Background: an optimization exercise with open tools, aiming at small area, a short achievable clock period and few clock cycles. Do not read the settings as production practice.
RTL that was checked went through simulation tests only; none was proved equivalent to the original.

== alpha ==
==> flow/design.v <==
module mix_core (
    input  wire        clk,
    input  wire        rst,
    output reg         mem_req,
    output reg         mem_we,
    output reg  [11:0] mem_addr,
    output reg  [30:0] mem_wdata,
    input  wire        mem_ack,
    input  wire [30:0] mem_rdata,
    output wire        halted,
    output reg  [2:0]  fault_kind,
    output reg  [13:0] fault_operand,
    output reg  [11:0] pc,
    output reg         ov,
    output reg  [30:0] rA,
    output reg  [30:0] rX,
    output reg  [12:0] rI1,
    output reg  [12:0] rI2,
    output reg  [12:0] rI3,
    output reg  [12:0] rI4,
    output reg  [12:0] rI5,
    output reg  [12:0] rI6
);
    localparam [2:0] F_INDEX     = 3'd1;
    localparam [2:0] F_INDEXSPEC = 3'd2;
    localparam [2:0] F_ARG       = 3'd3;
    localparam [2:0] F_OPCODE    = 3'd4;
    localparam [2:0] P_F0   = 3'd0;   
    localparam [2:0] P_FD   = 3'd1;   
    localparam [2:0] P_R    = 3'd2;   
    localparam [2:0] P_W    = 3'd3;   
    localparam [2:0] P_NF1  = 3'd4;   
    localparam [2:0] P_NF2  = 3'd5;   
    localparam [2:0] P_HALT = 3'd6;
    reg [2:0]  ph;
    reg        halt_q;
    assign halted = halt_q;
    reg [30:0] nb;         
    reg        nb_pcf;     
    reg [13:0] idx_q;      
    reg [5:0]  cur_c;      
    reg [2:0]  cur_r;      
    reg        cur_l0;     
    reg [4:0]  cur_fm;     
    reg        ex1;        
    reg        exn;        
    reg        ex2;        
    reg [2:0]  ex_r;       
    reg        add_es;     
    reg        add_s;      
    wire        n_sign = nb[30];
    wire [11:0] n_addr = nb[29:18];
    wire [5:0]  n_i    = nb[17:12];
    wire [5:0]  n_f    = nb[11:6];
    wire [5:0]  n_c    = nb[5:0];
    wire [2:0]  n_l    = n_f[5:3];
    wire [2:0]  n_r    = n_f[2:0];
    wire n_bad_i = (n_i > 6'd6);
    wire n_bad_f = !((n_r <= 3'd5) && (n_l <= n_r));
    wire n_known = (n_c == 6'd1) || (n_c == 6'd2) || ((n_c >= 6'd8) && (n_c <= 6'd33));
    wire n_half  = ((n_c >= 6'd25) && (n_c <= 6'd30)) || (n_c == 6'd32);
    wire [2:0] n_s = (n_l == 3'd0) ? 3'd1 : n_l;
    wire [2:0] n_k = (n_l == 3'd0 && n_r == 3'd0) ? 3'd0 : (n_r - n_s + 3'd1);
    wire n_bad_k = n_half && (n_k > 3'd2);
    wire [4:0] n_fm;
    genvar gi;
    generate
        for (gi = 1; gi <= 5; gi = gi + 1) begin : g_nfm
            assign n_fm[5 - gi] = (gi >= n_l) && (gi <= n_r);
        end
    endgenerate
    wire [13:0] ea      = idx_q + ({2'b00, n_addr} ^ {14{n_sign}}) + {13'd0, n_sign};
    wire        ea_bad  = ea[13] || (ea[12:0] >= 13'd4000);
    wire early_fault = nb_pcf || n_bad_i || n_bad_f;
    wire any_fault   = early_fault || !n_known || n_bad_k || ea_bad;
    reg [2:0]  d_kind;
    reg [13:0] d_operand;
    always @(*) begin
        if (nb_pcf) begin
            d_kind = F_INDEX;     d_operand = {2'b00, pc};
        end else if (n_bad_i) begin
            d_kind = F_INDEXSPEC; d_operand = {8'd0, n_i};
        end else if (n_bad_f) begin
            d_kind = F_ARG;       d_operand = {8'd0, n_f};
        end else if (!n_known) begin
            d_kind = F_OPCODE;    d_operand = {8'd0, n_c};
        end else if (n_bad_k) begin
            d_kind = F_ARG;       d_operand = {11'd0, n_k};
        end else begin
            d_kind = F_INDEX;     d_operand = ea;
        end
    end
    wire       c_sub   = (cur_c[1:0] == 2'd2);
    wire       c_arith = (cur_c[5:3] == 3'd0);
    wire       c_load  = (cur_c[5:3] == 3'd1) || (cur_c[5:3] == 3'd2);
    wire       c_loadn = (cur_c[5:3] == 3'd2);
    wire       c_store = cur_c[5] || (cur_c[4] && cur_c[3]);
    wire       c_stzero = cur_c[5];    
    wire [2:0] c_reg  = cur_c[2:0];
    wire [29:0] fm = {{6{cur_fm[4]}}, {6{cur_fm[3]}}, {6{cur_fm[2]}},
                      {6{cur_fm[1]}}, {6{cur_fm[0]}}};
    function [30:0] shr;
        input [30:0] x;
        input [2:0]  r;
        case (r)
            3'd5: shr = x;
            3'd4: shr = {6'd0,  x[30:6]};
            3'd3: shr = {12'd0, x[30:12]};
            3'd2: shr = {18'd0, x[30:18]};
            3'd1: shr = {24'd0, x[30:24]};
            default: shr = {30'd0, x[30]};
        endcase
    endfunction
    function [29:0] shl;
        input [29:0] x;
        input [2:0]  r;
        case (r)
            3'd5: shl = x;
            3'd4: shl = {x[23:0], 6'd0};
            3'd3: shl = {x[17:0], 12'd0};
            3'd2: shl = {x[11:0], 18'd0};
            3'd1: shl = {x[5:0],  24'd0};
            default: shl = 30'd0;
        endcase
    endfunction
    reg [30:0] st_src;
    always @(*) begin
        if (c_stzero)
            st_src = 31'd0;
        else case (c_reg)
            3'd0: st_src = rA;
            3'd1: st_src = {rI1[12], 18'd0, rI1[11:0]};
            3'd2: st_src = {rI2[12], 18'd0, rI2[11:0]};
            3'd3: st_src = {rI3[12], 18'd0, rI3[11:0]};
            3'd4: st_src = {rI4[12], 18'd0, rI4[11:0]};
            3'd5: st_src = {rI5[12], 18'd0, rI5[11:0]};
            3'd6: st_src = {rI6[12], 18'd0, rI6[11:0]};
            default: st_src = rX;
        endcase
    end
    wire [29:0] rd_keep = c_store ? ~fm : fm;
    wire [29:0] st_sh   = c_store ? (shl(st_src[29:0], cur_r) & fm) : 30'd0;
    wire        st_sgn  = c_store && cur_l0;
    wire [30:0] rd_word = {st_sgn ? st_src[30] : (mem_rdata[30] && !c_arith),
                           (mem_rdata[29:0] & rd_keep) | st_sh};
    wire        rd_es   = (cur_l0 && (rA[30] ^ mem_rdata[30])) ^ c_sub;
    wire        sa     = cur_l0 && rA[30];
    wire        inv    = add_es;                      
    wire [29:0] fm_a   = ex1 ? fm : 30'd0;
    wire [30:0] op_a   = {1'b0, rA[29:0] & fm_a};
    wire [30:0] op_b   = mem_wdata ^ {31{inv}};
    wire [31:0] sum    = {1'b0, op_a} + {1'b0, op_b} + {31'd0, inv};
    wire        neg    = add_es && !sum[31];          
    wire [30:0] res      = shr({ex2 && mem_wdata[30], mem_wdata[29:0]}, ex_r);
    wire        res_zero = (res == 31'd0);
    wire        ld_sgn   = cur_l0 && (mem_wdata[30] ^ c_loadn);
    wire [30:0] ld_word  = {ld_sgn, res[29:0]};
    wire [12:0] ld_half  = {ld_sgn, res[11:0]};
    reg [12:0] idx_sm;
    always @(*) begin
        if (ex1 && c_load && (c_reg == n_i[2:0]) && (n_i[2:0] != 3'd0))
            idx_sm = ld_half;
        else case (n_i[2:0])
            3'd1: idx_sm = rI1;
            3'd2: idx_sm = rI2;
            3'd3: idx_sm = rI3;
            3'd4: idx_sm = rI4;
            3'd5: idx_sm = rI5;
            3'd6: idx_sm = rI6;
            default: idx_sm = 13'd0;
        endcase
    end
    wire [13:0] idx_tc = idx_sm[12] ? -{2'b00, idx_sm[11:0]} : {2'b00, idx_sm[11:0]};
    wire [11:0] pc_inc   = pc + 12'd1;
    wire        no_fetch = (pc >= 12'd3999);
    reg rst_q;
    always @(posedge clk) begin
        rst_q <= rst;
        if (rst_q) begin
            ov  <= 1'b0;
            rA  <= 31'd0;
            rX  <= 31'd0;
            rI1 <= 13'd0;
            rI2 <= 13'd0;
            rI3 <= 13'd0;
            rI4 <= 13'd0;
            rI5 <= 13'd0;
            rI6 <= 13'd0;
        end else begin
            if (ex1 && c_load) begin
                case (c_reg)
                    3'd0: rA  <= ld_word;
                    3'd1: rI1 <= ld_half;
                    3'd2: rI2 <= ld_half;
                    3'd3: rI3 <= ld_half;
                    3'd4: rI4 <= ld_half;
                    3'd5: rI5 <= ld_half;
                    3'd6: rI6 <= ld_half;
                    default: rX <= ld_word;
                endcase
            end
            if (ex2) begin
                rA <= {add_s && !res_zero, res[29:0]};
                if (res[30])
                    ov <= 1'b1;
            end
        end
    end
    wire decode = ((ph == P_FD) && mem_ack) || (ph == P_NF2);
    always @(posedge clk) begin
        idx_q <= idx_tc;
        if (rst) begin
            ph      <= P_F0;
            halt_q  <= 1'b0;
            mem_req <= 1'b1;
            mem_we  <= 1'b0;
            mem_addr <= 12'd0;
            pc      <= 12'd0;
            nb_pcf  <= 1'b0;
            ex1     <= 1'b0;
            exn     <= 1'b0;
            ex2     <= 1'b0;
        end else begin
            ex1 <= 1'b0;
            exn <= 1'b0;
            ex2 <= 1'b0;
            if (ex1) begin
                if (!c_load) begin
                    mem_wdata <= sum[30:0];
                    add_s     <= sa ^ neg;
                    exn       <= neg;
                    ex2       <= !neg;
                end
            end
            if (exn) begin
                mem_wdata <= sum[30:0];
                ex2       <= 1'b1;
            end
            case (ph)
                P_F0: begin
                    if (mem_ack) begin
                        nb       <= mem_rdata;
                        mem_addr <= pc_inc;
                        ph       <= P_FD;
                    end
                end
                P_R: begin
                    if (mem_ack) begin
                        mem_wdata <= rd_word;
                        add_es    <= rd_es;
                        ex_r      <= cur_r;
                        if (c_store) begin
                            mem_we <= 1'b1;
                            ph     <= P_W;
                        end else begin
                            ex1 <= 1'b1;
                            if (no_fetch || nb_pcf) begin
                                mem_req <= 1'b0;
                                ph      <= P_NF1;
                            end else begin
                                mem_addr <= pc_inc;
                                ph       <= P_FD;
                            end
                        end
                    end
                end
                P_W: begin
                    if (mem_ack) begin
                        mem_we <= 1'b0;
                        if (mem_addr == pc)
                            nb <= mem_wdata;
                        if (no_fetch || nb_pcf) begin
                            mem_req <= 1'b0;
                            ph      <= P_NF1;
                        end else begin
                            mem_addr <= pc_inc;
                            ph       <= P_FD;
                        end
                    end
                end
                P_NF1: ph <= P_NF2;
                P_HALT: halt_q <= 1'b1;
                default: ;
            endcase
            if (decode) begin
                fault_kind    <= d_kind;
                fault_operand <= d_operand;
                cur_c         <= n_c;
                cur_r         <= n_r;
                cur_l0        <= (n_l == 3'd0);
                cur_fm        <= n_fm;
                mem_addr      <= ea[11:0];
                if (ph == P_FD)
                    nb <= mem_rdata;
                else
                    nb_pcf <= 1'b1;
                if (!early_fault)
                    pc <= pc_inc;
                if (any_fault) begin
                    mem_req <= 1'b0;
                    halt_q  <= !exn;
                    ph      <= P_HALT;
                end else begin
                    mem_req  <= 1'b1;
                    ph       <= P_R;
                end
            end
        end
    end
endmodule
==> flow/config.mk <==
export PLATFORM = sky130hd
export DESIGN_NAME = mix_core
export DESIGN_NICKNAME = mix_core
export VERILOG_FILES = /design/flow/design.v
export SDC_FILE = /design/flow/constraint.sdc
export NUM_CORES = 4
export LEC_CHECK = 0
export ABC_AREA = 1
export CAP_MARGIN = 20
export CORE_MARGIN = 2
export CORE_UTILIZATION = 40
export PLACE_DENSITY = 0.6
export SLEW_MARGIN = 20
export TNS_END_PERCENT = 100
==> flow/constraint.sdc <==
create_clock -name core_clock -period 10.0 [get_ports {clk}]
set_input_delay 2.0000 -clock core_clock [delete_from_list [all_inputs] [get_ports {clk}]]
set_output_delay 2.0000 -clock core_clock [all_outputs]
set_load 0.01 [all_outputs]
standard.sh (not shown) runs the stock make flow with config.mk's settings and CLKGATE_MAP_FILE= SYNTH_SCRIPT=/design/flow/synth_recipe.tcl, a recipe that flattens the netlist after the stock synthesis.
==> flow/flow/run.sh <==
#!/bin/bash
set -euo pipefail
cd "$(dirname "$0")/.."
MARGIN=$(cat flow/margin.txt 2>/dev/null || echo 5)
bash standard.sh \
  "BUFFER_PORTS_ARGS=-buffer_cell sky130_fd_sc_hd__buf_1" \
  "SETUP_SLACK_MARGIN=${MARGIN}" \
  finish > standard_make.log 2>&1
==> flow/flow/margin.txt <==
6.5
For beta, these inputs were changed with respect to alpha:
--- a/flow/design.v
+++ b/flow/design.v
@@ -66,13 +66,16 @@
     genvar gi;
     generate
         for (gi = 1; gi <= 5; gi = gi + 1) begin : g_nfm
             assign n_fm[5 - gi] = (gi >= n_l) && (gi <= n_r);
         end
     endgenerate
-    wire [13:0] ea      = idx_q + ({2'b00, n_addr} ^ {14{n_sign}}) + {13'd0, n_sign};
+    wire [14:0] ea_c;
+    mix_bk_add #(.W(14), .L(4)) u_ea (
+        .a(idx_q), .b({2'b00, n_addr} ^ {14{n_sign}}), .ci(n_sign), .s(ea_c));
+    wire [13:0] ea      = ea_c[13:0];
     wire        ea_bad  = ea[13] || (ea[12:0] >= 13'd4000);
     wire early_fault = nb_pcf || n_bad_i || n_bad_f;
     wire any_fault   = early_fault || !n_known || n_bad_k || ea_bad;
     reg [2:0]  d_kind;
     reg [13:0] d_operand;
     always @(*) begin
@@ -146,13 +149,14 @@
     wire        rd_es   = (cur_l0 && (rA[30] ^ mem_rdata[30])) ^ c_sub;
     wire        sa     = cur_l0 && rA[30];
     wire        inv    = add_es;                      
     wire [29:0] fm_a   = ex1 ? fm : 30'd0;
     wire [30:0] op_a   = {1'b0, rA[29:0] & fm_a};
     wire [30:0] op_b   = mem_wdata ^ {31{inv}};
-    wire [31:0] sum    = {1'b0, op_a} + {1'b0, op_b} + {31'd0, inv};
+    wire [31:0] sum;
+    mix_bk_add #(.W(31), .L(5)) u_sum (.a(op_a), .b(op_b), .ci(inv), .s(sum));
     wire        neg    = add_es && !sum[31];          
     wire [30:0] res      = shr({ex2 && mem_wdata[30], mem_wdata[29:0]}, ex_r);
     wire        res_zero = (res == 31'd0);
     wire        ld_sgn   = cur_l0 && (mem_wdata[30] ^ c_loadn);
     wire [30:0] ld_word  = {ld_sgn, res[29:0]};
     wire [12:0] ld_half  = {ld_sgn, res[11:0]};
@@ -167,14 +171,19 @@
             3'd4: idx_sm = rI4;
             3'd5: idx_sm = rI5;
             3'd6: idx_sm = rI6;
             default: idx_sm = 13'd0;
         endcase
     end
-    wire [13:0] idx_tc = idx_sm[12] ? -{2'b00, idx_sm[11:0]} : {2'b00, idx_sm[11:0]};
-    wire [11:0] pc_inc   = pc + 12'd1;
+    wire [14:0] idx_c;
+    mix_bk_add #(.W(14), .L(4)) u_idx (
+        .a({2'b00, idx_sm[11:0]} ^ {14{idx_sm[12]}}), .b(14'd0), .ci(idx_sm[12]), .s(idx_c));
+    wire [13:0] idx_tc = idx_c[13:0];
+    wire [12:0] pc_c;
+    mix_bk_add #(.W(12), .L(4)) u_pc (.a(pc), .b(12'd0), .ci(1'b1), .s(pc_c));
+    wire [11:0] pc_inc   = pc_c[11:0];
     wire        no_fetch = (pc >= 12'd3999);
     reg rst_q;
     always @(posedge clk) begin
         rst_q <= rst;
         if (rst_q) begin
             ov  <= 1'b0;
@@ -305,6 +314,47 @@
                     ph       <= P_R;
                 end
             end
         end
     end
 endmodule
+module mix_bk_add #(parameter W = 31, parameter L = 5) (
+    input  wire [W-1:0] a,
+    input  wire [W-1:0] b,
+    input  wire         ci,
+    output wire [W:0]   s
+);
+    localparam N = 1 << L;           
+    wire [N-1:0] x = {{(N-W-1){1'b0}}, a, ci};
+    wire [N-1:0] y = {{(N-W-1){1'b0}}, b, ci};
+    wire [N-1:0] G [0:2*L-1];
+    wire [N-1:0] P [0:2*L-1];
+    assign G[0] = x & y;
+    assign P[0] = x ^ y;
+    genvar l, i;
+    generate
+        for (l = 0; l < L; l = l + 1) begin : up
+            for (i = 0; i < N; i = i + 1) begin : bit_
+                if (((i + 1) % (2 << l)) == 0) begin : op
+                    assign G[l+1][i] = G[l][i] | (P[l][i] & G[l][i - (1 << l)]);
+                    assign P[l+1][i] = P[l][i] & P[l][i - (1 << l)];
+                end else begin : pass
+                    assign G[l+1][i] = G[l][i];
+                    assign P[l+1][i] = P[l][i];
+                end
+            end
+        end
+        for (l = L - 2; l >= 0; l = l - 1) begin : dn
+            for (i = 0; i < N; i = i + 1) begin : bit_
+                if (((i + 1) % (2 << l)) == (1 << l) && i >= (2 << l)) begin : op
+                    assign G[2*L-1-l][i] = G[2*L-2-l][i] | (P[2*L-2-l][i] & G[2*L-2-l][i - (1 << l)]);
+                    assign P[2*L-1-l][i] = P[2*L-2-l][i] & P[2*L-2-l][i - (1 << l)];
+                end else begin : pass
+                    assign G[2*L-1-l][i] = G[2*L-2-l][i];
+                    assign P[2*L-1-l][i] = P[2*L-2-l][i];
+                end
+            end
+        end
+    endgenerate
+    wire [N-1:0] c = G[2*L-1];
+    assign s = {c[W], P[0][W:1] ^ c[W-1:0]};
+endmodule
### Flow results
beta vs alpha, endpoint of the most critical setup path: mem_wdata[17] vs mem_wdata[21]. Diff alpha -> beta: clock transition at the register clock pins on the worst setup and hold paths after CTS held, die area went down about 4%, number of standard cells in the final layout excluding fillers went down 9.6%, critical path depth held, synthesized area went down about 4%. The launch point of the critical path comes out mem_wdata[17] in one run and mem_wdata[21] in the other, namely in beta and alpha respectively. Going from alpha to beta, the total detailed-routing wirelength was found to have gone down by 6.3%. Sort beta and alpha by x dimension of the die asc -> top: beta. Number of fill cells in the layout is higher on alpha. met4 as the top routing layer in use was reported by alpha, and met5 by beta.
Testbench counts of beta, summed over its fixed seeds: cycles 74,146.
Only the layout flow was run in alpha; the RTL was not checked for function there.

==> separate check: timing with driven ports <==
The flow's constraints put no driver on any port. The routed layouts listed below were extracted and timed again, unchanged, in two steps.
Step 1 sets driving cells, clkbuf_16 on the clock port and buf_2 on the other inputs (assumed; they add their load-dependent delay and slew).
Step 2 moves the port delays by t, midway between the first and last clock arrival at a register: inputs arrive t later, outputs are due t later. That takes back most of the time a late clock gives input paths.
Three values: no drivers, after step 1, after step 2; two values: the first two.
run	shift t [ns]	setup WS [ns]	cell pins on the clock port's net
alpha	0.610	6.469 / 6.409 / 6.095	1
beta	0.624	6.518 / 6.455 / 5.989	1
After both steps setup and hold are still met in every run listed. The setup slack of beta, which loses most, moves by -0.063 ns with the drivers and by -0.529 ns with both steps.
